Background: an optimization exercise with open tools, aiming at small area, a short achievable clock period and few clock cycles. Do not read the settings as production practice. Only simulation tests tie the RTL to the original design; equivalence was not proved. Power figures rest on the tool's default switching activity, not on a simulated workload.

`flow/config.mk`:
```
export PLATFORM = sky130hd
export DESIGN_NAME = autd3_cpu
export DESIGN_NICKNAME = autd3_cpu
export VERILOG_FILES = /design/flow/design.v
export SDC_FILE = /design/flow/constraint.sdc
export NUM_CORES = 4
export LEC_CHECK = 0
export CAP_MARGIN = 20
export CORE_MARGIN = 2
export CORE_UTILIZATION = 55
export CTS_BUF_LIST = sky130_fd_sc_hd__clkbuf_8
export CTS_CLUSTER_SIZE = 25
export PLACE_DENSITY = 0.7
export SETUP_SLACK_MARGIN = 5
export SLEW_MARGIN = 20
```
`flow/standard.sh`:
```
#!/bin/bash
# synth_recipe.tcl (not shown) runs the flow's synth.tcl, then flattens the netlist and writes it again
# the make line also repeats each setting of config.mk as NAME=value (left out here)
make -C /OpenROAD-flow-scripts/flow DESIGN_CONFIG=/design/flow/config.mk WORK_HOME=/design/flow/orfs CLKGATE_MAP_FILE= SYNTH_SCRIPT=/design/flow/synth_recipe.tcl "${@:-finish}"
```
`flow/design.v`:
```
module autd3_cpu (
    input  wire        clk,
    input  wire        rst,
    input  wire        frame_valid,
    input  wire        tick_valid,
    output wire        evt_ready,
    output reg  [6:0]  hdr_addr,
    input  wire [7:0]  hdr_data,
    output reg  [7:0]  bulk_addr,
    input  wire [15:0] bulk_data,
    output reg         bus_valid,
    output reg         bus_we,
    output reg  [2:0]  bus_bank,
    output reg  [13:0] bus_addr,
    output reg  [15:0] bus_wdata,
    input  wire        bus_ready,
    input  wire [15:0] bus_rdata,
    input  wire [63:0] dc_now,
    input  wire [63:0] dc_next_start,
    input  wire [63:0] dc_period,
    output reg  [15:0] tx_ack
);
    localparam [63:0] SYNC_GUARD = 64'd200000;
    localparam [1:0] MODE_FULL       = 2'd0;
    localparam [1:0] MODE_PHASE_FULL = 2'd1;
    localparam [1:0] MODE_PHASE_HALF = 2'd2;
    reg s_idle;                 
    reg s_h0, s_h1, s_h2, s_h3;                       
    reg s_cdrv, s_creg;                               
    reg s_drv, s_mhead, s_mbyte, s_mseg, s_mend, s_mcyc, s_mflg;    
    reg s_sbdiv, s_pw, s_pseg, s_gw, s_gseg, s_ssend;               
    reg s_dly;                                        
    reg s_end;                                        
    reg s_trd, s_tcmp, s_tdec, s_twt, s_tinit, s_tinf, s_taw;       
    assign evt_ready = s_idle;
    reg c_clear, c_oper, c_point, c_gain, c_delay, c_vhi;
    reg        f_mb, f_me, f_sb, f_se;
    reg        info_req;
    reg [15:0] ack;             
    reg [7:0]  fpga_flags;
    reg [6:0]  nlen;            
    reg [1:0]  jc;
    reg [30:0] mod_cur;         
    reg [7:0]  mod_carry;
    reg        mod_pending;
    reg [26:0] seq_cur;         
    reg [1:0]  seq_mode;
    reg        seq_pending;
    reg        which;
    reg [63:0] sync_n;
    reg [63:0] now_s;
    reg [1:0]  c_g, c_p;
    reg [7:0]  per_r;
    reg [2:0]  kc;
    reg        tcar;
    wire sf      = ~bus_valid | bus_ready;           
    wire rd_done = bus_valid & ~bus_we & bus_ready;
    wire [6:0] ha_inc = hdr_addr + 7'd1;
    wire [7:0] ba_inc = bulk_addr + 8'd1;
    wire       t_last = (bulk_addr == 8'd248);
    wire [1:0] gain_last = (seq_mode == MODE_PHASE_FULL) ? 2'd1 :
                           (seq_mode == MODE_PHASE_HALF) ? 2'd3 : 2'd0;
    wire       g_last    = (jc == gain_last);
    reg  [3:0]  nib;
    reg  [15:0] gain_word;
    always @* begin
        case (jc)
            2'd0: nib = bulk_data[3:0];
            2'd1: nib = bulk_data[7:4];
            2'd2: nib = bulk_data[11:8];
            default: nib = bulk_data[15:12];
        endcase
        case (seq_mode)
            MODE_PHASE_FULL: gain_word = {8'hFF, jc[0] ? bulk_data[15:8] : bulk_data[7:0]};
            MODE_PHASE_HALF: gain_word = {8'hFF, nib, nib};
            default:         gain_word = bulk_data;
        endcase
    end
    wire [6:0] mlen_end  = (hdr_data > 8'd123) ? 7'd127 : (hdr_data[6:0] + 7'd4);
    wire [6:0] point_len = (bulk_data > 16'd61) ? 7'd61 : bulk_data[6:0];
    wire [30:0] mod_inc = mod_cur + 31'd1;
    wire [26:0] seq_inc = seq_cur + 27'd1;
    wire        m_wrap  = (mod_cur[14:0] == 15'h7FFF);
    wire        m_last  = (hdr_addr == nlen);
    wire        p_k3    = (bulk_addr[1:0] == 2'd3);
    wire        p_wrap  = (seq_cur[10:0] == 11'h7FF);
    wire        p_last  = (bulk_addr[7:2] == nlen[5:0]);
    wire        g_wrap  = (seq_cur[5:0] == 6'h3F);
    wire        n_zero  = (nlen == 7'd0);
    wire        cr_last = (bulk_addr[2:0] == 3'd5);
    reg [7:0] guard_b;
    reg [7:0] per_nx;           
    always @* begin
        case (kc)
            3'd0: begin guard_b = SYNC_GUARD[7:0];   per_nx = dc_period[15:8];  end
            3'd1: begin guard_b = SYNC_GUARD[15:8];  per_nx = dc_period[23:16]; end
            3'd2: begin guard_b = SYNC_GUARD[23:16]; per_nx = dc_period[31:24]; end
            3'd3: begin guard_b = SYNC_GUARD[31:24]; per_nx = dc_period[39:32]; end
            3'd4: begin guard_b = SYNC_GUARD[39:32]; per_nx = dc_period[47:40]; end
            3'd5: begin guard_b = SYNC_GUARD[47:40]; per_nx = dc_period[55:48]; end
            3'd6: begin guard_b = SYNC_GUARD[55:48]; per_nx = dc_period[63:56]; end
            default: begin guard_b = SYNC_GUARD[63:56]; per_nx = dc_period[7:0]; end
        endcase
    end
    wire [9:0] g_sum = {2'b00, now_s[7:0]} + {2'b00, ~sync_n[7:0]} + {2'b00, ~guard_b} + {8'd0, c_g};
    wire [9:0] p_sum = {2'b00, now_s[7:0]} + {2'b00, ~sync_n[7:0]} + {2'b00, ~per_r} + {8'd0, c_p};
    wire [8:0] tsum  = {1'b0, sync_n[7:0]} + {1'b0, per_r} + {8'd0, tcar};
    wire [1:0] kw    = kc[1:0];
    wire rep      = (hdr_data == ack[15:8]);
    wire tick_go  = ~frame_valid & tick_valid;
    wire pend     = mod_pending | seq_pending;
    wire cmd_clear = (hdr_data == 8'h00);
    wire cmd_12    = (hdr_data == 8'h01) | (hdr_data == 8'h02);
    wire cmd_34    = (hdr_data == 8'h03) | (hdr_data == 8'h04);
    wire cmd_oper  = (hdr_data == 8'h05);
    wire cmd_point = (hdr_data == 8'h06);
    wire cmd_gain  = (hdr_data == 8'h07);
    wire cmd_delay = (hdr_data == 8'h08);
    wire h2_rd     = s_h2 & (cmd_34 | (info_req & ~cmd_12));
    wire g3       = s_h3 & sf;
    wire c_none   = ~(c_clear | c_oper | c_point | c_gain | c_delay);
    wire d_clr    = g3 & c_clear;
    wire d_drv    = g3 & c_oper & ~hdr_data[4];
    wire d_mh     = g3 & c_oper & hdr_data[4];
    wire d_sbo    = g3 & (c_point | c_gain) & f_sb;
    wire d_gw     = g3 & c_gain & ~f_sb;
    wire d_pw     = g3 & c_point & ~f_sb & ~n_zero;
    wire d_ptail  = g3 & c_point & ~f_sb & n_zero;
    wire d_dly    = g3 & c_delay;
    wire d_idle   = g3 & c_none;
    wire cd_go    = s_cdrv & sf;
    wire cd_done  = cd_go & t_last;
    wire cr_go    = s_creg & sf;
    wire cr_done  = cr_go & cr_last;
    wire dr_go    = s_drv & sf;
    wire dr_done  = dr_go & t_last;
    wire mh_exit  = s_mhead & (~f_mb | sf);
    wire mh_empty = (hdr_addr == 7'd4) ? (hdr_data == 8'd0) : (nlen == 7'd4);
    wire mb_adv   = s_mbyte & (~mod_cur[0] | sf);
    wire ms_go    = s_mseg & sf;
    wire me_go    = s_mend & sf;
    wire me_car   = me_go & f_me & mod_cur[0];
    wire me_cyc   = me_go & f_me & ~mod_cur[0];
    wire me_flg   = me_go & ~f_me;
    wire mc_go    = s_mcyc & sf;
    wire mf_go    = s_mflg & sf;
    wire sd_go    = s_sbdiv & sf;
    wire sd_pw    = sd_go & c_point & ~n_zero;
    wire pw_go    = s_pw & sf;
    wire pw_rec   = pw_go & p_k3;
    wire ps_go    = s_pseg & sf;
    wire gw_go    = s_gw & sf;
    wire gw_slot  = gw_go & t_last;
    wire gs_go    = s_gseg & sf;
    wire ss_go    = s_ssend & sf;
    wire dl_go    = s_dly & sf;
    wire dl_done  = dl_go & t_last;
    wire en_go    = s_end & sf;
    wire tail_go  = d_ptail | (sd_go & ~sd_pw) | (pw_rec & ~p_wrap & p_last) | (ps_go & p_last) |
                    (gw_slot & ~g_wrap & g_last) | (gs_go & g_last);
    wire redo     = (c_g != 2'd2) | (c_p == 2'd2);
    wire tw_lo    = ((s_twt & ~kc[0]) | (s_tdec & ~redo)) & sf;
    wire tw_go    = s_twt & kc[0] & sf;         
    wire tw_done  = tw_go & (kc == 3'd7);
    wire ti_go    = s_tinit & sf;
    wire tf_go    = s_tinf & sf;
    wire aw_done  = s_taw & rd_done & (bus_addr[1:0] == 2'd0) & ~bus_rdata[{3'b100, which}];
    wire aw_rd    = s_taw & sf & ~aw_done;
    wire aw_next  = aw_done & ~which & seq_pending;
    wire w_drive  = d_clr | d_drv | cd_go | dr_go;            
    wire w_delay  = d_dly | dl_go;                            
    wire w_mod    = (mb_adv & mod_cur[0]) | me_car;           
    wire w_gain   = d_gw | gw_go;                             
    wire w_point  = pw_go;                                    
    wire w_moff   = (d_mh & f_mb) | (s_mhead & f_mb & sf) | ms_go;    
    wire w_mcyc   = me_cyc | mc_go;                           
    wire w_ctrl   = me_flg | mf_go | ti_go | aw_rd;           
    wire w_soff   = d_sbo | ps_go | gs_go;                    
    wire w_sdiv   = sd_go;
    wire w_scyc   = ss_go;
    wire w_sync   = tw_go;
    wire w_creg   = cr_go;
    wire r_info   = (h2_rd & ~cmd_34) | tf_go;
    wire r_ver    = h2_rd & cmd_34;
    wire issue    = w_drive | w_delay | w_mod | w_gain | w_point | w_moff | w_mcyc | w_ctrl |
                    w_soff | w_sdiv | w_scyc | w_sync | w_creg | r_info | r_ver;
    wire is_rd    = r_info | r_ver | aw_rd;
    reg [2:0] clr_off;
    always @* begin
        case (bulk_addr[2:0])
            3'd0:    clr_off = 3'd3;    
            3'd1:    clr_off = 3'd4;    
            3'd2:    clr_off = 3'd5;    
            3'd3:    clr_off = 3'd6;    
            3'd4:    clr_off = 3'd7;    
            default: clr_off = 3'd0;    
        endcase
    end
    wire [2:0] nx_bank = {w_delay, w_drive | w_gain | w_point, w_mod | w_gain | w_point};
    wire [13:0] nx_addr =
        ({14{w_drive | w_delay}} & {6'd0, bulk_addr}) |
        ({14{w_mod}}             & mod_cur[14:1]) |
        ({14{w_gain}}            & {seq_cur[5:0], bulk_addr}) |
        ({14{w_point}}           & {1'b0, seq_cur[10:0], bulk_addr[1:0]}) |
        ({14{w_moff}}            & 14'h0003) |
        ({14{w_mcyc}}            & 14'h0004) |
        ({14{w_soff}}            & 14'h0005) |
        ({14{w_scyc}}            & 14'h0006) |
        ({14{w_sdiv}}            & 14'h0007) |
        ({14{w_sync}}            & {10'd0, 1'b1, which, kc[2:1]}) |
        ({14{w_creg}}            & {11'd0, clr_off}) |
        ({14{r_info}}            & 14'h0001) |
        ({14{r_ver}}             & 14'h0002);
    wire [15:0] nx_wdata =
        ({16{d_drv | dr_go | w_delay | sd_go | pw_go}} & bulk_data) |
        ({16{w_gain}}                & gain_word) |
        ({16{mb_adv}}                & {hdr_data, mod_carry}) |
        ({16{me_car}}                & {8'h00, mod_carry}) |
        ({16{ms_go}}                 & {1'b0, mod_cur[30:15]}) |
        ({16{w_mcyc}}                & mod_cur[15:0]) |
        ({16{me_flg | mf_go}}        & {8'h00, hdr_data}) |
        ({16{ps_go}}                 & seq_cur[26:11]) |
        ({16{gs_go}}                 & seq_cur[21:6]) |
        ({16{ss_go}}                 & seq_cur[15:0]) |
        ({16{tw_go}}                 & {tsum[7:0], bus_wdata[7:0]}) |
        ({16{tw_lo}}                 & {8'h00, tsum[7:0]}) |
        ({16{ti_go}}                 & {6'd0, which, ~which, fpga_flags}) |
        ({16{cr_go & cr_last}}       & 16'h0004);
    wire ha_set2 = s_h0 & ~rep;
    wire ha_set3 = s_h1;
    wire ha_set1 = s_h2 | (mh_exit & mh_empty) | (dr_done & ~f_mb & (nlen == 7'd4)) | (mb_adv & ~m_wrap & m_last) | (ms_go & m_last);
    wire ha_set4 = d_drv | d_mh;
    wire ha_set5 = (s_drv | s_mhead) & (hdr_addr == 7'd4) & ~(mh_exit & mh_empty);
    wire ha_inc1 = (mb_adv & ~m_wrap & ~m_last) | (ms_go & ~m_last);
    wire ha_zero = d_idle | en_go;
    wire ha_ld   = ha_set1 | ha_set2 | ha_set3 | ha_set4 | ha_set5 | ha_inc1 | ha_zero;
    wire [6:0] nx_ha = ({7{ha_set1}} & 7'd1) | ({7{ha_set2}} & 7'd2) | ({7{ha_set3}} & 7'd3) |
                       ({7{ha_set4}} & 7'd4) | ({7{ha_set5}} & 7'd5) | ({7{ha_inc1}} & ha_inc);
    wire ba_set1 = d_clr | d_drv | d_dly | d_sbo | d_gw;
    wire ba_set4 = d_pw | sd_pw;
    wire ba_inc1 = (cd_go & ~t_last) | (cr_go & ~cr_last) | (dr_go & ~t_last) | (dl_go & ~t_last) |
                   (gw_go & ~t_last) | (pw_go & ~(p_k3 & (p_wrap | p_last))) | (ps_go & ~p_last);
    wire ba_zero = cd_done | cr_done | dr_done | dl_done | gw_slot | (sd_go & ~sd_pw) |
                   (pw_rec & ~p_wrap & p_last) | (ps_go & p_last) | ss_go | en_go;
    wire ba_ld   = ba_set1 | ba_set4 | ba_inc1 | ba_zero;
    wire [7:0] nx_ba = ({8{ba_set1}} & 8'd1) | ({8{ba_set4}} & 8'd4) | ({8{ba_inc1}} & ba_inc);
    always @(posedge clk) begin
        if (rst) begin
            s_idle <= 1'b0; s_h0 <= 1'b0; s_h1 <= 1'b0; s_h2 <= 1'b0; s_h3 <= 1'b0;
            s_cdrv <= 1'b1; s_creg <= 1'b0;
            s_drv <= 1'b0; s_mhead <= 1'b0; s_mbyte <= 1'b0; s_mseg <= 1'b0;
            s_mend <= 1'b0; s_mcyc <= 1'b0; s_mflg <= 1'b0;
            s_sbdiv <= 1'b0; s_pw <= 1'b0; s_pseg <= 1'b0; s_gw <= 1'b0; s_gseg <= 1'b0;
            s_ssend <= 1'b0; s_dly <= 1'b0; s_end <= 1'b0;
            s_trd <= 1'b0; s_tcmp <= 1'b0; s_tdec <= 1'b0; s_twt <= 1'b0;
            s_tinit <= 1'b0; s_tinf <= 1'b0; s_taw <= 1'b0;
        end else begin
            s_idle  <= (s_idle & ~frame_valid & ~(tick_go & pend)) | (s_h0 & rep) | d_idle | en_go |
                       (aw_done & ~aw_next);
            s_h0    <= s_idle & frame_valid;
            s_h1    <= s_h0 & ~rep;
            s_h2    <= s_h1;
            s_h3    <= s_h2 | (s_h3 & ~sf);
            s_cdrv  <= d_clr | (s_cdrv & ~cd_done);
            s_creg  <= cd_done | (s_creg & ~cr_done);
            s_drv   <= d_drv | (s_drv & ~dr_done);
            s_mhead <= d_mh | (dr_done & f_mb) | (s_mhead & ~mh_exit);
            s_mbyte <= (dr_done & ~f_mb & (nlen != 7'd4)) | (mh_exit & ~mh_empty) |
                       (s_mbyte & ~(mb_adv & (m_wrap | m_last))) | (ms_go & ~m_last);
            s_mseg  <= (mb_adv & m_wrap) | (s_mseg & ~sf);
            s_mend  <= (dr_done & ~f_mb & (nlen == 7'd4)) | (mh_exit & mh_empty) |
                       (mb_adv & ~m_wrap & m_last) | (ms_go & m_last) | (s_mend & ~sf);
            s_mcyc  <= me_car | (s_mcyc & ~sf);
            s_mflg  <= me_cyc | mc_go | (s_mflg & ~sf);
            s_sbdiv <= d_sbo | (s_sbdiv & ~sf);
            s_pw    <= d_pw | sd_pw | (s_pw & ~(pw_rec & (p_wrap | p_last))) | (ps_go & ~p_last);
            s_pseg  <= (pw_rec & p_wrap) | (s_pseg & ~sf);
            s_gw    <= d_gw | (s_gw & ~(gw_slot & (g_wrap | g_last))) | (gs_go & ~g_last);
            s_gseg  <= (gw_slot & g_wrap) | (s_gseg & ~sf);
            s_ssend <= (tail_go & f_se) | (s_ssend & ~sf);
            s_dly   <= d_dly | (s_dly & ~dl_done);
            s_end   <= (tail_go & ~f_se) | cr_done | me_flg | mf_go | ss_go | dl_done | (s_end & ~sf);
            s_trd   <= (s_idle & ~frame_valid & tick_go & pend) | aw_next;
            s_tcmp  <= s_trd | (s_tcmp & (kc != 3'd7)) | (s_tdec & redo);
            s_tdec  <= s_tcmp & (kc == 3'd7);
            s_twt   <= (s_tdec & ~redo) | (s_twt & ~tw_done);
            s_tinit <= tw_done | (s_tinit & ~sf);
            s_tinf  <= (ti_go & info_req) | (s_tinf & ~sf);
            s_taw   <= (ti_go & ~info_req) | tf_go | (s_taw & ~aw_done);
        end
    end
    always @(posedge clk) begin
        if (rst) begin
            bus_valid <= 1'b0;
        end else begin
            bus_valid <= issue | (bus_valid & ~bus_ready);
        end
        if (issue | tw_lo) begin      
            bus_we    <= ~is_rd;
            bus_bank  <= nx_bank;
            bus_addr  <= nx_addr;
            bus_wdata <= nx_wdata;
        end
    end
    always @(posedge clk) begin
        if (rst) begin
            hdr_addr  <= 7'd0;
            bulk_addr <= 8'd0;
        end else begin
            if (ha_ld | ha_zero) hdr_addr  <= nx_ha;
            if (ba_ld)           bulk_addr <= nx_ba;
        end
    end
    always @(posedge clk) begin
        if (s_h1) begin
            f_mb <= hdr_data[0];
            f_me <= hdr_data[1];
            f_sb <= hdr_data[2];
            f_se <= hdr_data[3];
        end else if (d_mh | (s_mhead & sf)) begin
            f_mb <= 1'b0;
        end
        if (s_h2) begin
            c_clear <= cmd_clear;
            c_oper  <= cmd_oper;
            c_point <= cmd_point;
            c_gain  <= cmd_gain;
            c_delay <= cmd_delay;
            c_vhi   <= (hdr_data == 8'h04);
        end
        if (s_h2 | ((s_drv | s_mhead) & (hdr_addr == 7'd4)))
            nlen <= s_h2 ? point_len : mlen_end;
        if (mb_adv & ~mod_cur[0])
            mod_carry <= hdr_data;
        if (s_idle & ~frame_valid & tick_go) which <= ~mod_pending;
        else if (aw_next)                    which <= 1'b1;
        if (rst) begin
            ack         <= 16'd0;
            tx_ack      <= 16'd0;
            info_req    <= 1'b0;
            fpga_flags  <= 8'h04;
            mod_cur     <= 31'd0;
            mod_pending <= 1'b0;
            seq_cur     <= 27'd0;
            seq_mode    <= MODE_FULL;
            seq_pending <= 1'b0;
            jc          <= 2'd0;
        end else begin
            if (s_h0) ack[15:8] <= hdr_data;      
            if (s_h1)
                ack[7:0] <= 8'h00;
            else if (s_h2 & cmd_12)
                ack[7:0] <= hdr_data[0] ? 8'h07 : 8'h01;
            else if (rd_done & (bus_addr[1:0] == 2'd1))
                ack[7:0] <= bus_rdata[7:0];
            else if (rd_done & (bus_addr[1:0] == 2'd2))
                ack[7:0] <= c_vhi ? bus_rdata[15:8] : bus_rdata[7:0];
            if (s_h1) info_req <= hdr_data[5];
            if ((s_idle & ~frame_valid & tick_go & ~pend) | (aw_done & ~aw_next))
                tx_ack <= ack;
            if (d_clr) begin
                fpga_flags  <= 8'h04;
                seq_mode    <= MODE_FULL;
            end else begin
                if (me_flg | mf_go) fpga_flags <= hdr_data;
                if (g3 & c_gain & f_sb) begin
                    if (bulk_data == 16'd1)      seq_mode <= MODE_PHASE_FULL;
                    else if (bulk_data == 16'd2) seq_mode <= MODE_PHASE_HALF;
                    else                         seq_mode <= MODE_FULL;
                end
            end
            if (d_clr | (d_mh & f_mb) | (d_drv & f_mb)) mod_cur <= 31'd0;
            else if (mb_adv)                            mod_cur <= mod_inc;
            if (d_clr | d_sbo)                          seq_cur <= 27'd0;
            else if (pw_rec | gw_slot)                  seq_cur <= seq_inc;
            if (d_clr)                                  mod_pending <= 1'b0;
            else if (w_mcyc)                            mod_pending <= 1'b1;
            else if (aw_done & ~which)                  mod_pending <= 1'b0;
            if (d_clr)                                  seq_pending <= 1'b0;
            else if (ss_go)                             seq_pending <= 1'b1;
            else if (aw_done & which)                   seq_pending <= 1'b0;
            if ((gw_slot & ~g_wrap & g_last) | (gs_go & g_last)) jc <= 2'd0;
            else if ((gw_slot & ~g_wrap) | gs_go)                jc <= jc + 2'd1;
        end
    end
    always @(posedge clk) begin
        if (s_trd | (s_tdec & redo)) now_s <= dc_now;
        else                         now_s <= {8'd0, now_s[63:8]};
        if (s_trd | (s_tdec & redo)) begin
            if (s_trd | (c_g == 2'd2)) sync_n <= dc_next_start;
            per_r <= dc_period[7:0];
            c_g   <= 2'd2;
            c_p   <= 2'd2;
            kc    <= 3'd0;
        end else if (s_tcmp | tw_lo | tw_go) begin
            sync_n <= {sync_n[7:0], sync_n[63:8]};
            per_r  <= per_nx;
            kc     <= kc + 3'd1;
        end
        if (s_tcmp) begin
            c_g <= g_sum[9:8];
            c_p <= p_sum[9:8];
        end
        if (s_trd | (s_tdec & redo)) tcar <= 1'b0;
        else if (tw_lo | tw_go)      tcar <= tsum[8];
    end
endmodule
```
`flow/flow/run.sh`:
```
#!/bin/bash
# Standard layout, with the port buffers made from sky130_fd_sc_hd__buf_1
# instead of the delay cell buffer_ports picks by default, and timing repair
# aiming at a setup slack of 5.75 ns.
set -euo pipefail
bash standard.sh "BUFFER_PORTS_ARGS=-buffer_cell sky130_fd_sc_hd__buf_1" SETUP_SLACK_MARGIN=5.75 finish > standard_flow.log 2>&1
```
`flow/constraint.sdc`:
```
create_clock -name core_clock -period 9.0 [get_ports {clk}]
set_input_delay 1.8000 -clock core_clock [delete_from_list [all_inputs] [get_ports {clk}]]
set_output_delay 1.8000 -clock core_clock [all_outputs]
set_load 0.01 [all_outputs]
```
==> metrics.md, run 1 <==
| Metric | Value |
|---|---|
| Clock skew | 0.03913 ns |
| Max incr delay on CP | 0.41 ns |
| DR pass1 iterations | 8 |
| Cts hold-fix bufs | 0 |
| Max-slew violation count | 0 |
| Final setup fails | 0 |
| Worst VDD drop | 0.1345 mV |
| Critical path required time | 9.36 ns |
| Post-synthesis cell count | 2021 |
| Drt wl/cell | 19.74 um |
| Tcrit/Tclk final | 36.23% |
| Post-synth EDFFs | 136 |
| Slew margin rel. | 31.75% |
| Worst hold path type | reg2reg |
| Ys flop type | dfxtp_1 |
| Combinational power share | 8.2% |
| Psw | 0.8465 mW |
| Placed cell areas | 0.01950 mm^2 |
| Number of global-route vias before repair | 15.71k |
| Die Ht | 185.0 um |
| Num CTS Buffers | 59 |
| FF-to-FF setup slack | 5.74 ns |
| Worst Tran Pin Value | 1.022 ns |
| Sink Count | 354 |
| CP Capture Type | flop |
| Worst-path clk slew | 0.06 ns |
| Worst hold start | now_s[12] |
| Seq/Total Area, Yosys | 46.87% |
| Critical R2R Capture | c_p[1] |
| H-tree depth | 2 |
| Worst setup path startpoint | sync_n[0] |
| Syn_nets | 2328 |
| Setup_tns | 0 ns |
| Leak Pwr | 8.418 nW |
| CP Cell Sequence | inv_2 > ha_4 > inv_2 > fa_2 > nor2b_1 > o21ai_1 > nand2b_1 > a21o_1 > a21oi_2 > xnor2_2 > ha_1 > ha_4 > a2111oi_4 > a21oi_2 > a211o_1 |
| Post-layout instance area | 0.02140 mm^2 |
| Crit path max fanout | 2 |
| GRT overflow | 0 |
| Reg2reg path depth | 15 |
| Setup CP Type | reg2reg |
| CTS Buffer Depth | 3 |
| Dpl hpwl | 39420 um |
| Tmin final | 3.261 ns |
| Hold depth | 2 |
| Placed insts | 2667 |
| Internal power | 2.514 mW |
| Nets | 2632 |
| Status | timing/DRC/antenna clean |
| ANT cells | 0 |
| Vias per cell | 5.892 |
| Port bufs | 303 |
| Core ar. | 0.03237 mm^2 |
| Synth-to-Final Area Change | 18.73% |
| Critical path launch point type | flop |
| Initial DRC Count | 1643 |
| DIE AREA | 0.03423 mm^2 |
| Post-Layout Cell Count | 2817 |
| Crit path buffers/inverters | 2 |
| Sequential share of power | 50.6% |
| Largest net degree at the start of global routing | 121 |
| Peak Freq | 0.3066 GHz |
| WHS Endpoint | now_s[4] |
| Clock root cell | clkbuf_8 |
| Die Wd | 185.0 um |
| Hold Fails Final Rpt | 0 |
| Syn Area/Cell | 8.918 um^2 |
| CTS tree | done |
| Ports | 304 |
| GRT Total Usage | 31.42% |
| Via count | 16.60k |
| Initial Utilization | 55.68% |
| Synth Warn # | 1 |
| Cell Rows | 66 |
| RePlAce Congestion | 0.9470 |
| Post-route antenna net violation count | 0 |
| WP data arrival | 3.62 ns |
| Pwr/cell area | 157.0 mW/mm^2 |
| Remaining DRCs | 0 |
| Synthesized flop and latch total | 354 |
| Post-Syn Area | 0.01802 mm^2 |
| Sw Ratio | 25.19% |
| First-pass GRT wire length | 83860 um |
| Reg2Reg Launch Point | sync_n[0] |
| Layout cells sized above 1 | 9.558% |
| FFs w/ async S/R, synth | 0% |
| Clock network fraction of total power | 41.2% |
| Initial antenna violation count | 0 |
| RSZ-0062 raised after global routing | true |
| Crit path max-delay family | adder cells |
| Max-Cap Viols | 0 |
| Fillers | 2771 |
| Slowest CP cell | edfxtp_1 |
| WL final | 55600 um |
| Distinct cells, synth | 81 |
| Clock latency (worst-skew pair) | 0.62 ns |
==> layout make-up <==
class	instances	area, um^2	area share, %
clock buffers	65	894.6	4.181
clock inverters	46	262.8	1.228
inverters	80	300.3	1.403
multi-input cells	1478	9298	43.45
flip-flops and latches	354	8448	39.48
well taps	442	553.0	2.584
repair buffers	352	1643	7.677
==> kinds of logic after synthesis <==
family / count (synthesis) / synth area share [%]
DFF: 354 / 46.87
and+or+nand+nor: 867 / 21.51
muxes: 46 / 2.562
xor gates and xnor gates: 95 / 4.616
AOI/OAI and AO/OA: 396 / 15.22
buffers and inverters: 193 / 4.151
adders and majority gates: 70 / 5.068
==> layout by cell type, fill, tap and decap left out, types with 14 or more instances in the layout <==
cell      synthesis  final
and3_1           20     18
dfxtp_1         218    218
ha_1             65     58
nand2_1         444    442
nor2b_1          20     18
nand4_1          30     30
mux2i_1          45     45
buf_4             0     38
nor2_1          182    179
nand3_1          56     55
and2_1           15     15
a221oi_1         17     16
edfxtp_1        136    136
a21oi_1         107    102
xor2_1           50     49
o21ai_0          62     53
a31oi_1          16     16
a22oi_1          35     34
clkbuf_8          0     65
xnor2_1          45     43
nor3_1           17     14
buf_1             8    296
a222oi_1         38     38
inv_1            79    100
==> through the flow <==
stage	hold slack (ns)	worst slack, ns	util (%)	total power [mW]
2_1_floorplan	0.3918	5.080	-	1.873
5_1_grt	0.4316	5.640	66.11	3.470
6_report	0.4131	5.739	66.11	3.360
3_3_place_gp	0.3945	4.460	60.25	1.974
4_1_cts	0.4167	5.706	65.16	3.366
3_5_place_dp	0.4018	4.319	60.25	1.978
==> layer usage <==
metal | up-vias | track usage, % | routed length [um]
met1 | 7794 | 38.57 | 21580
li1 | 7787 | - | -
met2 | 828 | 52.33 | 26240
met5 | - | 0 | 0
met3 | 188 | 6.744 | 4832
met4 | 0 | 15.81 | 2943
==> timing repair <==
action                     CTS  global route
pin swaps                   24            19
buffers inserted            20            12
gates resized for setup     47            34
setup endpoints to repair  208           110
cloned                       5             1
==> Yosys cell counts (11+ instances only) <==
master | number | area, um^2
nand3_1 | 56 | 280.3
ha_1 | 65 | 813.3
nand2b_1 | 15 | 93.84
clkbuf_1 | 91 | 341.6
mux2i_1 | 45 | 450.4
o21ai_0 | 62 | 310.3
and4_1 | 11 | 96.34
a21o_1 | 14 | 105.1
a211oi_1 | 13 | 97.59
a222oi_1 | 38 | 380.4
xnor2_1 | 45 | 394.1
and3_1 | 20 | 125.1
xor2_1 | 50 | 437.9
and2_1 | 15 | 93.84
nor4_1 | 11 | 68.82
nand4_1 | 30 | 187.7
inv_1 | 79 | 296.5
a31oi_1 | 16 | 100.1
nor2_1 | 182 | 683.2
a22o_1 | 13 | 113.9
a22oi_1 | 35 | 262.8
edfxtp_1 | 136 | 4084
a21oi_1 | 107 | 535.5
nor2b_1 | 20 | 125.1
a221oi_1 | 17 | 148.9
nand2_1 | 444 | 1667
nor3_1 | 17 | 85.08
dfxtp_1 | 218 | 4364
==> how the worst max path moves through the flow <==
stage / slack, ns / depth (start not counted) / to
2_1_floorplan: 5.08 / 6 / sync_n[0]
3_3_place_gp: 4.46 / 7 / seq_cur[19]
3_5_place_dp: 4.32 / 7 / seq_cur[9]
4_1_cts: 5.71 / 15 / c_p[1]
5_1_grt: 5.64 / 15 / c_p[1]
6_report: 5.74 / 15 / c_p[1]
==> worst reg2reg max path, delay by kind of cell (launching register included) <==
kind	cells	cell delay, ns
flops	1	0.41
buf+inv	2	0.13
fa+ha+maj	4	1.06
xor+xnor	1	0.15
compound gates	6	0.98
simple gates	2	0.26
==> state kept, by name (all words and copies together) (netlist names), 3 cells and up <==
name,flops
bus_wdata,16
bus_addr,14
mod_carry,8
kc,3
sync_n,64
tx_ack,16
now_s,64
nlen,7
per_r,8
mod_cur,31
fpga_flags,8
seq_cur,27
hdr_addr,7
bus_bank,3
ack,16
bulk_addr,8
==> power groups by stage <==
stage          sequential (mW)  combinational, mW  clock [mW]
5_1_grt                   1.70              0.297        1.47
3_5_place_dp              1.73              0.246           0
4_1_cts                   1.70              0.263        1.41
2_1_floorplan             1.73              0.146           0
3_3_place_gp              1.73              0.242           0
6_report                  1.70              0.275        1.39
Testbench counts, summed over its fixed seeds: cycles 64,513.
==> run 2: changes to the inputs <==
--- a/flow/design.v
+++ b/flow/design.v
@@ -159,32 +159,36 @@
     wire tail_go  = d_ptail | (sd_go & ~sd_pw) | (pw_rec & ~p_wrap & p_last) | (ps_go & p_last) |
                     (gw_slot & ~g_wrap & g_last) | (gs_go & g_last);
     wire redo     = (c_g != 2'd2) | (c_p == 2'd2);
-    wire tw_lo    = ((s_twt & ~kc[0]) | (s_tdec & ~redo)) & sf;
-    wire tw_go    = s_twt & kc[0] & sf;         
-    wire tw_done  = tw_go & (kc == 3'd7);
+    wire tw_go    = s_twt & sf;
+    wire tw_done  = tw_go & (kw == 2'd3);
     wire ti_go    = s_tinit & sf;
     wire tf_go    = s_tinf & sf;
     wire aw_done  = s_taw & rd_done & (bus_addr[1:0] == 2'd0) & ~bus_rdata[{3'b100, which}];
     wire aw_rd    = s_taw & sf & ~aw_done;
     wire aw_next  = aw_done & ~which & seq_pending;
-    wire w_drive  = d_clr | d_drv | cd_go | dr_go;            
-    wire w_delay  = d_dly | dl_go;                            
-    wire w_mod    = (mb_adv & mod_cur[0]) | me_car;           
-    wire w_gain   = d_gw | gw_go;                             
-    wire w_point  = pw_go;                                    
-    wire w_moff   = (d_mh & f_mb) | (s_mhead & f_mb & sf) | ms_go;    
-    wire w_mcyc   = me_cyc | mc_go;                           
-    wire w_ctrl   = me_flg | mf_go | ti_go | aw_rd;           
-    wire w_soff   = d_sbo | ps_go | gs_go;                    
-    wire w_sdiv   = sd_go;
-    wire w_scyc   = ss_go;
-    wire w_sync   = tw_go;
-    wire w_creg   = cr_go;
-    wire r_info   = (h2_rd & ~cmd_34) | tf_go;
+    wire h3_clr   = s_h3 & c_clear;
+    wire h3_drv   = s_h3 & c_oper & ~hdr_data[4];
+    wire h3_mb    = s_h3 & c_oper & hdr_data[4] & f_mb;
+    wire h3_sbo   = s_h3 & (c_point | c_gain) & f_sb;
+    wire h3_gw    = s_h3 & c_gain & ~f_sb;
+    wire h3_dly   = s_h3 & c_delay;
+    wire w_drive  = h3_clr | h3_drv | s_cdrv | s_drv;              
+    wire w_delay  = h3_dly | s_dly;                                
+    wire w_mcar   = s_mend & f_me & mod_cur[0];
+    wire w_mod    = (s_mbyte & mod_cur[0]) | w_mcar;               
+    wire w_gain   = h3_gw | s_gw;                                  
+    wire w_point  = s_pw;                                          
+    wire w_moff   = h3_mb | (s_mhead & f_mb) | s_mseg;             
+    wire w_mcyc   = (s_mend & f_me & ~mod_cur[0]) | s_mcyc;        
+    wire w_flags  = (s_mend & ~f_me) | s_mflg;                     
+    wire w_soff   = h3_sbo | s_pseg | s_gseg;                      
+    wire r_info   = (h2_rd & ~cmd_34) | s_tinf;
     wire r_ver    = h2_rd & cmd_34;
-    wire issue    = w_drive | w_delay | w_mod | w_gain | w_point | w_moff | w_mcyc | w_ctrl |
-                    w_soff | w_sdiv | w_scyc | w_sync | w_creg | r_info | r_ver;
-    wire is_rd    = r_info | r_ver | aw_rd;
+    wire r_ctrl   = s_taw & ~aw_done;
+    wire slot_req = w_drive | w_delay | w_mod | w_gain | w_point | w_moff | w_mcyc | w_flags |
+                    w_soff | s_sbdiv | s_ssend | s_twt | s_creg | s_tinit | s_tinf | r_ctrl;
+    wire issue    = (sf & slot_req) | h2_rd;
+    wire is_rd    = r_info | r_ver | r_ctrl;
     reg [2:0] clr_off;
     always @* begin
         case (bulk_addr[2:0])
@@ -205,45 +209,48 @@
         ({14{w_moff}}            & 14'h0003) |
         ({14{w_mcyc}}            & 14'h0004) |
         ({14{w_soff}}            & 14'h0005) |
-        ({14{w_scyc}}            & 14'h0006) |
-        ({14{w_sdiv}}            & 14'h0007) |
-        ({14{w_sync}}            & {10'd0, 1'b1, which, kc[2:1]}) |
-        ({14{w_creg}}            & {11'd0, clr_off}) |
+        ({14{s_ssend}}           & 14'h0006) |
+        ({14{s_sbdiv}}           & 14'h0007) |
+        ({14{s_twt}}             & {10'd0, 1'b1, which, kw}) |
+        ({14{s_creg}}            & {11'd0, clr_off}) |
         ({14{r_info}}            & 14'h0001) |
         ({14{r_ver}}             & 14'h0002);
     wire [15:0] nx_wdata =
-        ({16{d_drv | dr_go | w_delay | sd_go | pw_go}} & bulk_data) |
+        ({16{h3_drv | s_drv | w_delay | s_sbdiv | s_pw}} & bulk_data) |
         ({16{w_gain}}                & gain_word) |
-        ({16{mb_adv}}                & {hdr_data, mod_carry}) |
-        ({16{me_car}}                & {8'h00, mod_carry}) |
-        ({16{ms_go}}                 & {1'b0, mod_cur[30:15]}) |
+        ({16{s_mbyte}}               & {hdr_data, mod_carry}) |
+        ({16{w_mcar}}                & {8'h00, mod_carry}) |
+        ({16{s_mseg}}                & {1'b0, mod_cur[30:15]}) |
         ({16{w_mcyc}}                & mod_cur[15:0]) |
-        ({16{me_flg | mf_go}}        & {8'h00, hdr_data}) |
-        ({16{ps_go}}                 & seq_cur[26:11]) |
-        ({16{gs_go}}                 & seq_cur[21:6]) |
-        ({16{ss_go}}                 & seq_cur[15:0]) |
-        ({16{tw_go}}                 & {tsum[7:0], bus_wdata[7:0]}) |
-        ({16{tw_lo}}                 & {8'h00, tsum[7:0]}) |
-        ({16{ti_go}}                 & {6'd0, which, ~which, fpga_flags}) |
-        ({16{cr_go & cr_last}}       & 16'h0004);
-    wire ha_set2 = s_h0 & ~rep;
-    wire ha_set3 = s_h1;
-    wire ha_set1 = s_h2 | (mh_exit & mh_empty) | (dr_done & ~f_mb & (nlen == 7'd4)) | (mb_adv & ~m_wrap & m_last) | (ms_go & m_last);
-    wire ha_set4 = d_drv | d_mh;
-    wire ha_set5 = (s_drv | s_mhead) & (hdr_addr == 7'd4) & ~(mh_exit & mh_empty);
-    wire ha_inc1 = (mb_adv & ~m_wrap & ~m_last) | (ms_go & ~m_last);
-    wire ha_zero = d_idle | en_go;
-    wire ha_ld   = ha_set1 | ha_set2 | ha_set3 | ha_set4 | ha_set5 | ha_inc1 | ha_zero;
-    wire [6:0] nx_ha = ({7{ha_set1}} & 7'd1) | ({7{ha_set2}} & 7'd2) | ({7{ha_set3}} & 7'd3) |
-                       ({7{ha_set4}} & 7'd4) | ({7{ha_set5}} & 7'd5) | ({7{ha_inc1}} & ha_inc);
-    wire ba_set1 = d_clr | d_drv | d_dly | d_sbo | d_gw;
-    wire ba_set4 = d_pw | sd_pw;
-    wire ba_inc1 = (cd_go & ~t_last) | (cr_go & ~cr_last) | (dr_go & ~t_last) | (dl_go & ~t_last) |
-                   (gw_go & ~t_last) | (pw_go & ~(p_k3 & (p_wrap | p_last))) | (ps_go & ~p_last);
-    wire ba_zero = cd_done | cr_done | dr_done | dl_done | gw_slot | (sd_go & ~sd_pw) |
-                   (pw_rec & ~p_wrap & p_last) | (ps_go & p_last) | ss_go | en_go;
-    wire ba_ld   = ba_set1 | ba_set4 | ba_inc1 | ba_zero;
-    wire [7:0] nx_ba = ({8{ba_set1}} & 8'd1) | ({8{ba_set4}} & 8'd4) | ({8{ba_inc1}} & ba_inc);
+        ({16{w_flags}}               & {8'h00, hdr_data}) |
+        ({16{s_pseg}}                & seq_cur[26:11]) |
+        ({16{s_gseg}}                & seq_cur[21:6]) |
+        ({16{s_ssend}}               & seq_cur[15:0]) |
+        ({16{s_twt}}                 & now_s[15:0]) |
+        ({16{s_tinit}}               & {6'd0, which, ~which, fpga_flags}) |
+        ({16{s_creg & cr_last}}      & 16'h0004);
+    wire ha_en   = (s_h0 & ~rep) | s_h1 | s_h2 | (g3 & (c_oper | c_none)) |
+                   ((s_drv | s_mhead) & (hdr_addr == 7'd4)) |
+                   (dr_done & ~f_mb & (nlen == 7'd4)) | (mh_exit & mh_empty) |
+                   (mb_adv & ~m_wrap) | ms_go | en_go;
+    wire ha_one  = s_h2 | (s_drv & t_last) | (mh_exit & mh_empty) | ((s_mbyte | s_mseg) & m_last);
+    wire [6:0] nx_ha =
+        ({7{ha_one}}                       & 7'd1) |
+        ({7{s_h0}}                         & 7'd2) |
+        ({7{s_h1}}                         & 7'd3) |
+        ({7{s_h3 & c_oper}}                & 7'd4) |
+        ({7{(s_drv | s_mhead) & ~ha_one}}  & 7'd5) |
+        ({7{(s_mbyte | s_mseg) & ~m_last}} & ha_inc);
+    wire ba_en   = (g3 & ~(c_oper & hdr_data[4]) & ~(c_point & ~f_sb & n_zero)) |
+                   (sf & (s_cdrv | s_creg | s_drv | s_dly | s_gw | s_sbdiv | s_pseg | s_ssend | s_end |
+                          (s_pw & ~(p_k3 & p_wrap))));
+    wire ba_four = (s_h3 & c_point & ~f_sb) | (s_sbdiv & c_point & ~n_zero);
+    wire ba_incs = ((s_cdrv | s_drv | s_dly | s_gw) & ~t_last) | (s_creg & ~cr_last) |
+                   (s_pw & ~(p_k3 & p_last)) | (s_pseg & ~p_last);
+    wire [7:0] nx_ba =
+        ({8{s_h3 & ~c_none & ~ba_four}} & 8'd1) |
+        ({8{ba_four}}                   & 8'd4) |
+        ({8{ba_incs}}                   & ba_inc);
     always @(posedge clk) begin
         if (rst) begin
             s_idle <= 1'b0; s_h0 <= 1'b0; s_h1 <= 1'b0; s_h2 <= 1'b0; s_h3 <= 1'b0;
@@ -295,7 +302,7 @@
         end else begin
             bus_valid <= issue | (bus_valid & ~bus_ready);
         end
-        if (issue | tw_lo) begin      
+        if (sf) begin                 
             bus_we    <= ~is_rd;
             bus_bank  <= nx_bank;
             bus_addr  <= nx_addr;
@@ -307,8 +314,8 @@
             hdr_addr  <= 7'd0;
             bulk_addr <= 8'd0;
         end else begin
-            if (ha_ld | ha_zero) hdr_addr  <= nx_ha;
-            if (ba_ld)           bulk_addr <= nx_ba;
+            if (ha_en) hdr_addr  <= nx_ha;
+            if (ba_en) bulk_addr <= nx_ba;
         end
     end
     always @(posedge clk) begin
@@ -384,24 +391,25 @@
         end
     end
     always @(posedge clk) begin
-        if (s_trd | (s_tdec & redo)) now_s <= dc_now;
-        else                         now_s <= {8'd0, now_s[63:8]};
         if (s_trd | (s_tdec & redo)) begin
             if (s_trd | (c_g == 2'd2)) sync_n <= dc_next_start;
+            now_s <= dc_now;
             per_r <= dc_period[7:0];
             c_g   <= 2'd2;
             c_p   <= 2'd2;
+            tcar  <= 1'b0;
             kc    <= 3'd0;
-        end else if (s_tcmp | tw_lo | tw_go) begin
+        end else if (s_tcmp) begin
+            now_s  <= {tsum[7:0], now_s[63:8]};
             sync_n <= {sync_n[7:0], sync_n[63:8]};
             per_r  <= per_nx;
+            tcar   <= tsum[8];
+            c_g    <= g_sum[9:8];
+            c_p    <= p_sum[9:8];
             kc     <= kc + 3'd1;
+        end else if (tw_go) begin
+            now_s  <= {16'd0, now_s[63:16]};
+            kc     <= (kw == 2'd3) ? 3'd0 : kc + 3'd1;
         end
-        if (s_tcmp) begin
-            c_g <= g_sum[9:8];
-            c_p <= p_sum[9:8];
-        end
-        if (s_trd | (s_tdec & redo)) tcar <= 1'b0;
-        else if (tw_lo | tw_go)      tcar <= tsum[8];
     end
 endmodule
==> flow/flow/run.sh (replaced) <==
#!/bin/bash
# Standard layout, with the port buffers made from sky130_fd_sc_hd__buf_1
# instead of the delay cell buffer_ports picks by default, and timing repair
# aiming at a setup slack of 5.6 ns.
set -euo pipefail
bash standard.sh "BUFFER_PORTS_ARGS=-buffer_cell sky130_fd_sc_hd__buf_1" SETUP_SLACK_MARGIN=5.6 finish > standard_flow.log 2>&1
--- a/flow/config.mk
+++ b/flow/config.mk
@@ -8,8 +8,6 @@
 export CAP_MARGIN = 20
 export CORE_MARGIN = 2
 export CORE_UTILIZATION = 55
-export CTS_BUF_LIST = sky130_fd_sc_hd__clkbuf_8
-export CTS_CLUSTER_SIZE = 25
 export PLACE_DENSITY = 0.7
 export SETUP_SLACK_MARGIN = 5
 export SLEW_MARGIN = 20
==> metrics.md, run 2 <==
| Metric | Value |
|---|---|
| Status | timing/DRC/antenna clean (unchanged) |
| Vias per cell | 5.982 (was 5.892) |
| Worst-path clk slew | 0.06 ns (about the same) |
| Synth-to-Final Area Change | 17.69% (was 18.73%) |
| WHS Endpoint | fpga_flags[1] (was now_s[4]) |
| Post-Layout Cell Count | 2785 (was 2817) |
| Setup_tns | 0 ns (unchanged) |
| Hold Fails Final Rpt | 0 (unchanged) |
| DIE AREA | 0.03570 mm^2 (was 0.03423 mm^2) |
| Commonest non-fill, non-tap cell in the layout | nand2_1 (unchanged) |
| Grt met2 use | 53.58% (was 52.33%) |
| Post-synthesis cell count | 2039 (was 2021) |
| Seq/Total Area, Yosys | 48.09% (was 46.87%) |
| Slew margin rel. | 30.67% (was 31.75%) |
| Mux contribution to synthesized area | 4.968% (was 2.562%) |
| Synth Area in Adders | 4.921% (was 5.068%) |
| RePlAce Congestion | 0.9544 (was 0.9470) |
| Synth Warn # | 1 (unchanged) |
| Setup ws final | 5.565 ns (was 5.739 ns) |
| Cell Rows | 67 (was 66) |
| Tmin final | 3.435 ns (was 3.261 ns) |
| Leak Pwr | 8.102 nW (was 8.418 nW) |
| Xor and xnor area share after synthesis | 4.329% (was 4.616%) |
| Distinct cells, synth | 72 (was 81) |
| First-pass GRT wire length | 88540 um (was 83860 um) |
| Pre-CTS setup slack | 4.274 ns (was 4.319 ns) |
| Num CTS Buffers | 40 (was 59) |
| Max incr delay on CP | 0.40 ns (was 0.41 ns) |
| Leading area contributor after synthesis | edfxtp_1 (was dfxtp_1) |
| Hold depth | 2 (unchanged) |
| M3 GR Usage | 4.893% (was 6.744%) |
| Clock root cell | clkbuf_16 (was clkbuf_8) |
| Via count | 16.66k (was 16.60k) |
| Syn Area/Cell | 9.227 um^2 (was 8.918 um^2) |
| Worst Tran Pin Value | 1.040 ns (was 1.022 ns) |
| Post-layout instance area | 0.02214 mm^2 (was 0.02140 mm^2) |
| Initial DRC Count | 1788 (was 1643) |
| GRT overflow | 0 (unchanged) |
| Most common cell in the synthesized netlist | nand2_1 (unchanged) |
| Sink Count | 354 (unchanged) |
| Worst VDD drop | 0.1358 mV (was 0.1345 mV) |
| DR pass1 iterations | 8 (unchanged) |
| CTS tree | done (unchanged) |
| Ports | 304 (unchanged) |
| ANT cells | 0 (unchanged) |
| GRT Total Usage | 31.62% (was 31.42%) |
| Worst hold path type | reg2reg (unchanged) |
| H-tree depth | 2 (unchanged) |
| Peak Freq | 0.2911 GHz (was 0.3066 GHz) |
| Most instantiated cells after synthesis | nand2_1, edfxtp_1, nor2_1, dfxtp_1, o21ai_0 (was nand2_1, dfxtp_1, nor2_1, edfxtp_1, a21oi_1) |
| Die Wd | 189.0 um (was 185.0 um) |
| Commonest non-fill, non-tap cells in the layout | nand2_1, buf_1, edfxtp_1, nor2_1, dfxtp_1 (was nand2_1, buf_1, dfxtp_1, nor2_1, edfxtp_1) |
| WL final | 57540 um (was 55600 um) |
| Largest registers | now_s (64), sync_n (64), mod_cur (31) (unchanged) |
| GR Layer Usage met1 | 40.16% (was 38.57%) |
| Post-synthesis simple-gate area fraction | 19.09% (was 21.51%) |
| FFs w/ async S/R, synth | 0% (unchanged) |
| Slowest CP cell | and4b_2 (was edfxtp_1) |
| Drt wl/cell | 20.66 um (was 19.74 um) |
| Initial Utilization | 55.97% (was 55.68%) |
| RSZ-0062 raised after global routing | true (unchanged) |
| Most area-consuming cells after synthesis | edfxtp_1, dfxtp_1, nand2_1, mux2i_1, ha_1 (was dfxtp_1, edfxtp_1, nand2_1, ha_1, nor2_1) |
| Max-Cap Viols | 0 (unchanged) |
| Ys flop type | edfxtp_1 (was dfxtp_1) |
| Post-route antenna net violation count | 0 (unchanged) |
| Reg2reg path depth | 17 (was 15) |
| Worst hold start | fpga_flags[1] (was now_s[12]) |
| Max-slew violation count | 0 (unchanged) |
| Largest net degree at the start of global routing | 120 (was 121) |
| Critical R2R Capture | c_p[1] (unchanged) |
| Clock latency (worst-skew pair) | 0.54 ns (was 0.62 ns) |
| Layout cells sized above 1 | 7.018% (was 9.558%) |
| Post-synth EDFFs | 196 (was 136) |
| Post-Syn Area | 0.01881 mm^2 (was 0.01802 mm^2) |
| Final setup fails | 0 (unchanged) |
| CP Capture Type | flop (unchanged) |
| Core ar. | 0.03362 mm^2 (was 0.03237 mm^2) |
| WP data arrival | 3.91 ns (was 3.62 ns) |
| Syn_nets | 2347 (was 2328) |
| Die Ht | 189.0 um (was 185.0 um) |
| Remaining DRCs | 0 (unchanged) |
| FF-to-FF setup slack | 5.74 ns (about the same) |
| Grt peak-use layer | met2 (unchanged) |
| Placed cell areas | 0.02032 mm^2 (was 0.01950 mm^2) |
| Setup CP Type | in2reg (was reg2reg) |
| Port bufs | 303 (unchanged) |
| Fillers | 2846 (was 2771) |
| CP Cell Sequence | clkbuf_4 > xor2_1 > nor4_2 > nand2_2 > a2111oi_4 > and4b_2 > buf_12 > buf_8 > o21bai_1 > a32o_1 (was inv_2 > ha_4 > inv_2 > fa_2 > nor2b_1 > o21ai_1 > nand2b_1 > a21o_1 > a21oi_2 > xnor2_2 > ha_1 > ha_4 > a2111oi_4 > a21oi_2 > a211o_1) |
| Largest family of logic cells by synthesized area | simple AND/OR/NAND/NOR gates (unchanged) |
| Reg2Reg Launch Point | sync_n[0] (unchanged) |
| Top-area cell type share of the netlist area | 31.28% (was 24.21%) |
| Crit path max fanout | 10 (was 2) |
| Placed insts | 2692 (was 2667) |
| Critical path launch point type | input port (was flop) |
| Synthesized flop and latch total | 354 (unchanged) |
| Tcrit/Tclk final | 38.16% (was 36.23%) |
| Initial antenna violation count | 1 (was 0) |
| Critical path required time | 9.48 ns (was 9.36 ns) |
| Number of global-route vias before repair | 16.09k (was 15.71k) |
| Post-synthesis compound-gate area fraction | 14.74% (was 15.22%) |
| Nets | 2615 (was 2632) |
| Clock skew | 0.02394 ns (was 0.03913 ns) |
| CTS Buffer Depth | 3 (unchanged) |
| Worst Hold Slack | 0.4587 ns (was 0.4131 ns) |
| Pwr/cell area | 166.4 mW/mm^2 (was 157.0 mW/mm^2) |
| Dpl hpwl | 41520 um (was 39420 um) |
[run 2: cell count changes after synthesis, moves of 9 or more]
cell and delta:
a21oi_1 -15, and4_1 -9, buf_2 -10, dfxtp_1 -60, edfxtp_1 +60, mux2i_1 +47
nand2_1 -42, o21ai_0 +63
[run 2: layer usage]
layer	part of all wire [%]	wire, um
met3	7.5	4295
met4	4.2	2426
met1	40	23070
met5	0.024	14
met2	48	27740
[run 2: per-stage QoR]
step	total power [mW]	utilization, %
after floorplan	1.907	-
after global placement	2.003	60.46
after detailed placement	2.007	60.46
after CTS	3.688	64.95
after global routing	3.790	65.87
final	3.685	65.87
[run 2: cells by family (layout without fill, tap and decap cells)]
kind of cell	Yosys count	count (layout)
mux	93	93
simple gates	814	814
fa+ha+maj	71	71
buf+inv	193	491
flops	354	354
compound gates	421	421
xor+xnor	93	93
[run 2: final cells by class]
| cell class | instances | area (um^2) | area share (%) |
|---|---|---|---|
| clock buffer | 56 | 1165 | 5.261 |
| timing repair buffer | 340 | 1516 | 6.849 |
| multi-input combinational | 1492 | 9333 | 42.15 |
| sequential | 354 | 9052 | 40.88 |
| tap | 448 | 560.5 | 2.532 |
| timing repair inverter | 1 | 8.758 | 0.03955 |
| clock inverter | 16 | 197.7 | 0.8928 |
| inverter | 78 | 309.0 | 1.396 |
[run 2: power breakdown]
group	switching [mW]	total [mW]	internal [mW]
registers	0.0189	1.74	1.72
clock network	0.669	1.69	1.02
logic	0.157	0.256	0.0995
total	0.845	3.68	2.84
[run 2: critical path: cells and delay by family]
family          cells  cell delay, ns
buf+inv             3            0.43
xor+xnor            1            0.20
compound gates      3            0.61
simple gates        3            0.85
[run 2: worst max path at each step]
stage / from / endpoint / slack (ns) / cells after the start
global placement: bus_ready / seq_cur[23] / 4.40 / 11
CTS: hdr_data[2] / hdr_addr[6] / 5.61 / 10
finish: hdr_data[6] / hdr_addr[4] / 5.57 / 10
detailed placement: bus_ready / mod_cur[15] / 4.27 / 8
floorplan: hdr_data[5] / hdr_addr[0] / 5.39 / 9
global route: bus_ready / mod_cur[10] / 5.47 / 8
[run 2: repair_timing]
action	in CTS	in global routing
hold endpoints to repair	0	0
setup buffers	7	13
resized for setup	31	43
setup endpoints to repair	94	85
hold buffers	0	0
gates cloned	1	0
pin swaps	4	16
Testbench counts of run 2, summed over its fixed seeds: cycles 64,321.
==> run 3: changes to the inputs <==
--- a/flow/design.v
+++ b/flow/design.v
@@ -159,7 +159,8 @@
     wire tail_go  = d_ptail | (sd_go & ~sd_pw) | (pw_rec & ~p_wrap & p_last) | (ps_go & p_last) |
                     (gw_slot & ~g_wrap & g_last) | (gs_go & g_last);
     wire redo     = (c_g != 2'd2) | (c_p == 2'd2);
-    wire tw_go    = s_twt & sf;
+    wire td_wt    = s_tdec & ~redo;             
+    wire tw_go    = (s_twt | td_wt) & sf;
     wire tw_done  = tw_go & (kw == 2'd3);
     wire ti_go    = s_tinit & sf;
     wire tf_go    = s_tinf & sf;
@@ -186,7 +187,7 @@
     wire r_ver    = h2_rd & cmd_34;
     wire r_ctrl   = s_taw & ~aw_done;
     wire slot_req = w_drive | w_delay | w_mod | w_gain | w_point | w_moff | w_mcyc | w_flags |
-                    w_soff | s_sbdiv | s_ssend | s_twt | s_creg | s_tinit | s_tinf | r_ctrl;
+                    w_soff | s_sbdiv | s_ssend | s_twt | td_wt | s_creg | s_tinit | s_tinf | r_ctrl;
     wire issue    = (sf & slot_req) | h2_rd;
     wire is_rd    = r_info | r_ver | r_ctrl;
     reg [2:0] clr_off;
@@ -211,7 +212,7 @@
         ({14{w_soff}}            & 14'h0005) |
         ({14{s_ssend}}           & 14'h0006) |
         ({14{s_sbdiv}}           & 14'h0007) |
-        ({14{s_twt}}             & {10'd0, 1'b1, which, kw}) |
+        ({14{s_twt | td_wt}}     & {10'd0, 1'b1, which, kw}) |
         ({14{s_creg}}            & {11'd0, clr_off}) |
         ({14{r_info}}            & 14'h0001) |
         ({14{r_ver}}             & 14'h0002);
@@ -226,7 +227,7 @@
         ({16{s_pseg}}                & seq_cur[26:11]) |
         ({16{s_gseg}}                & seq_cur[21:6]) |
         ({16{s_ssend}}               & seq_cur[15:0]) |
-        ({16{s_twt}}                 & now_s[15:0]) |
+        ({16{s_twt | td_wt}}         & now_s[15:0]) |
         ({16{s_tinit}}               & {6'd0, which, ~which, fpga_flags}) |
         ({16{s_creg & cr_last}}      & 16'h0004);
     wire ha_en   = (s_h0 & ~rep) | s_h1 | s_h2 | (g3 & (c_oper | c_none)) |
==> flow/flow/run.sh (replaced) <==
#!/bin/bash
# Standard layout, with the port buffers made from sky130_fd_sc_hd__buf_1
# instead of the delay cell buffer_ports picks by default, and timing repair
# aiming at a setup slack of 6.0 ns.
set -euo pipefail
bash standard.sh "BUFFER_PORTS_ARGS=-buffer_cell sky130_fd_sc_hd__buf_1" SETUP_SLACK_MARGIN=6.0 finish > standard_flow.log 2>&1
--- a/flow/config.mk
+++ b/flow/config.mk
@@ -8,6 +8,8 @@
 export CAP_MARGIN = 20
 export CORE_MARGIN = 2
 export CORE_UTILIZATION = 55
+export CTS_BUF_LIST = sky130_fd_sc_hd__clkbuf_8
+export CTS_CLUSTER_SIZE = 25
 export PLACE_DENSITY = 0.7
 export SETUP_SLACK_MARGIN = 5
 export SLEW_MARGIN = 20
==> metrics.md, run 3 <==
| Metric | Value |
|---|---|
| Largest net degree at the start of global routing | 104 (was 120) |
| Cell Rows | 67 (unchanged) |
| Crit path max fanout | 3 (was 10) |
| CP Capture Type | flop (unchanged) |
| Worst-path clk slew | 0.06 ns (about the same) |
| Clock root cell | clkbuf_8 (was clkbuf_16) |
| Layout cells sized above 1 | 12.72% (was 7.018%) |
| Critical path required time | 9.46 ns (was 9.48 ns) |
| ANT cells | 0 (unchanged) |
| Pwr/cell area | 154.8 mW/mm^2 (was 166.4 mW/mm^2) |
| Placed insts | 2688 (was 2692) |
| Setup ws final | 5.618 ns (was 5.565 ns) |
| Fillers | 2782 (was 2846) |
| Seq/Total Area, Yosys | 47.75% (was 48.09%) |
| Post-Syn Area | 0.01895 mm^2 (was 0.01881 mm^2) |
| Dpl hpwl | 42850 um (was 41520 um) |
| Tcrit/Tclk final | 37.58% (was 38.16%) |
| Final Util | 67.51% (was 65.87%) |
| Worst VDD drop | 0.1470 mV (was 0.1358 mV) |
| Status | timing/DRC/antenna clean (unchanged) |
| Cts hold-fix bufs | 0 (unchanged) |
| Most common cell in the synthesized netlist | nand2_1 (unchanged) |
| Most area-consuming cells after synthesis | edfxtp_1, dfxtp_1, nand2_1, mux2i_1, ha_1 (unchanged) |
| Num CTS Buffers | 58 (was 40) |
| Post-synthesis cell count | 2043 (was 2039) |
| Syn_nets | 2351 (was 2347) |
| Ports | 304 (unchanged) |
| Initial Utilization | 56.24% (was 55.97%) |
| DR pass1 iterations | 9 (was 8) |
| FFs w/ async S/R, synth | 0% (unchanged) |
| Distinct cells, synth | 83 (was 72) |
| GRT Total Usage | 32.87% (was 31.62%) |
| Commonest non-fill, non-tap cells in the layout | nand2_1, buf_1, edfxtp_1, nor2_1, dfxtp_1 (unchanged) |
| CP Cell Sequence | inv_2 > ha_1 > a21o_1 > a21oi_2 > nand2b_4 > a21boi_2 > nor2_2 > xnor2_2 > ha_1 > ha_1 > o21ai_1 > o21ai_1 > o41a_1 > xnor2_1 > o22ai_1 (was clkbuf_4 > xor2_1 > nor4_2 > nand2_2 > a2111oi_4 > and4b_2 > buf_12 > buf_8 > o21bai_1 > a32o_1) |
| Top-area cell type share of the netlist area | 31.06% (was 31.28%) |
| Initial DRC Count | 2075 (was 1788) |
| Port bufs | 303 (unchanged) |
| Worst hold path type | reg2reg (unchanged) |
| Syn Area/Cell | 9.277 um^2 (was 9.227 um^2) |
| Vias per cell | 6.035 (was 5.982) |
| Nets | 2667 (was 2615) |
| Largest registers | now_s (64), sync_n (64), mod_cur (31) (unchanged) |
| Final setup fails | 0 (unchanged) |
| First-pass GRT wire length | 91760 um (was 88540 um) |
| WP data arrival | 3.84 ns (was 3.91 ns) |
| Leak Pwr | 8.503 nW (was 8.102 nW) |
| Ys flop type | edfxtp_1 (unchanged) |
| DIE AREA | 0.03596 mm^2 (was 0.03570 mm^2) |
| Hold Fails Final Rpt | 0 (unchanged) |
| Setup_tns | 0 ns (unchanged) |
| Worst Hold Slack | 0.4579 ns (was 0.4587 ns) |
| Leading area contributor after synthesis | edfxtp_1 (unchanged) |
| RSZ-0062 raised after global routing | true (unchanged) |
| Post-synth EDFFs | 196 (unchanged) |
| Drt wl/cell | 21.16 um (was 20.66 um) |
| Post-Layout Cell Count | 2854 (was 2785) |
| CTS tree | done (unchanged) |
| Max incr delay on CP | 0.46 ns (was 0.40 ns) |
| Max-slew violation count | 0 (unchanged) |
| Worst Tran Pin Value | 1.011 ns (was 1.040 ns) |
| Most common cell on crit path | ha_1 |
| Pre-CTS setup slack | 4.687 ns (was 4.274 ns) |
| CTS Buffer Depth | 3 (unchanged) |
| Tmin final | 3.382 ns (was 3.435 ns) |
| Synth-to-Final Area Change | 20.04% (was 17.69%) |
| Die Ht | 189.6 um (was 189.0 um) |
| RePlAce Congestion | 1.049 (was 0.9544) |
| Synthesized flop and latch total | 354 (unchanged) |
| Clock skew | 0.03010 ns (was 0.02394 ns) |
| Initial antenna violation count | 0 (was 1) |
| Most instantiated cells after synthesis | nand2_1, edfxtp_1, nor2_1, dfxtp_1, o21ai_0 (unchanged) |
| Sink Count | 354 (unchanged) |
| Number of global-route vias before repair | 16.56k (was 16.09k) |
| WL final | 60400 um (was 57540 um) |
| Setup CP Type | reg2reg (was in2reg) |
| Commonest non-fill, non-tap cell in the layout | nand2_1 (unchanged) |
| H-tree depth | 2 (unchanged) |
| GRT overflow | 0 (unchanged) |
| Slew margin rel. | 32.62% (was 30.67%) |
| Peak Freq | 0.2957 GHz (was 0.2911 GHz) |
| Slowest CP cell | o41a_1 (was and4b_2) |
| Critical path launch point type | flop (was input port) |
| Core ar. | 0.03370 mm^2 (was 0.03362 mm^2) |
| Remaining DRCs | 0 (unchanged) |
| Post-route antenna net violation count | 0 (unchanged) |
| Clock latency (worst-skew pair) | 0.62 ns (was 0.54 ns) |
| Synth Warn # | 1 (unchanged) |
| Die Wd | 189.6 um (was 189.0 um) |
| Via count | 17.22k (was 16.66k) |
| Max-Cap Viols | 0 (unchanged) |
==> run 3: area by class of cell <==
class	count	area, um^2	area share, %
clock buffers	65	894.6	3.932
clock inverters	42	247.7	1.089
inverters	83	327.8	1.441
multi-input cells	1486	9697	42.62
flip-flops and latches	354	9097	39.99
well taps	448	560.5	2.464
repair buffers	375	1917	8.425
repair inverters	1	8.758	0.03850
==> run 3: timing repair <==
| item | in CTS | in global routing |
|---|---|---|
| endpoints found under the setup margin | 269 | 74 |
| gates cloned | 4 | 0 |
| pin swaps | 25 | 38 |
| setup buffers | 27 | 28 |
| resized for setup | 110 | 59 |
==> run 3: path summary, 6_finish.rpt <==
path / startpoint / to / slack [ns] / cells past startpoint
max reg2reg: sync_n[1] / c_p[0] / 5.62 / 15
min reg2reg: fpga_flags[6] / fpga_flags[6] / 0.46 / 2
min: fpga_flags[6] / fpga_flags[6] / 0.46 / 2
max: sync_n[1] / c_p[0] / 5.62 / 15
==> run 3: kinds of logic after synthesis <==
kind of cell	count (synthesis)	synth area share, %
adder cells (fa/ha/maj)	71	4.885
AND/OR/NAND/NOR	808	19.05
buffers and inverters	203	4.192
flip-flops	354	47.75
XOR/XNOR	90	4.159
multiplexers	88	4.648
AO/OA/AOI/OAI	429	15.32
==> run 3: critical path, delay by kind of cell (launching register included) <==
kind / cells / cell delay, ns
xor+xnor: 2 / 0.44
compound gates: 7 / 1.16
buf+inv: 1 / 0.11
flops: 1 / 0.40
simple gates: 2 / 0.30
fa+ha+maj: 3 / 0.84
==> run 3: where the power goes <==
group / switching, mW / internal (mW)
combinational: 0.225 / 0.150
sequential: 0.0280 / 1.72
clock: 0.654 / 0.744
==> run 3: per-stage QoR <==
stage,power [mW],instance area [um^2]
final,3.522,22750
after global routing,3.639,22750
after CTS,3.519,22340
after detailed placement,2.117,20510
after global placement,2.108,20510
after floorplan,1.989,19290
==> run 3: per-layer routing <==
metal	GRT usage, %	up-vias	routed length [um]
li1	-	7991	-
met4	15.15	0	3186
met5	0	-	0
met1	40.36	8079	22880
met3	5.239	206	4940
met2	56.96	948	29400
Testbench counts of run 3, summed over its fixed seeds: cycles 64,257.

==> port drivers added, routing unchanged <==
The flow's constraints put no driver on any port. The routed layouts listed below were extracted and timed again, unchanged, in two steps.
Step 1 assumes that a clkbuf_16 drives the clock port and a buf_2 every other input.
Step 2, shift: input delay + t, output delay - t, t = (earliest + latest rising clock arrival at the registers) / 2. This alone moves slack from input paths to output paths.
a / b / c = ideal ports / drivers / drivers and shift; a / b = the first two.
run	t, ns	setup slack, ns	latest minus earliest clock arrival (ns)	slew at the worst register clock pin (ns)	cell pins on the clock port's net
run 1	0.656	5.739 / 5.720 / 5.122	0.039 / 0.040	0.07 / 0.07	1
run 2	0.581	5.565 / 5.572 / 4.991	0.027 / 0.027	0.06 / 0.06	1
run 3	0.659	5.618 / 5.618 / 5.148	0.031 / 0.031	0.07 / 0.07	1
After both steps setup and hold are still met in every run listed. For run 1, which loses most, drivers alone change the setup slack by -0.019 ns; drivers and shift together by -0.617 ns.
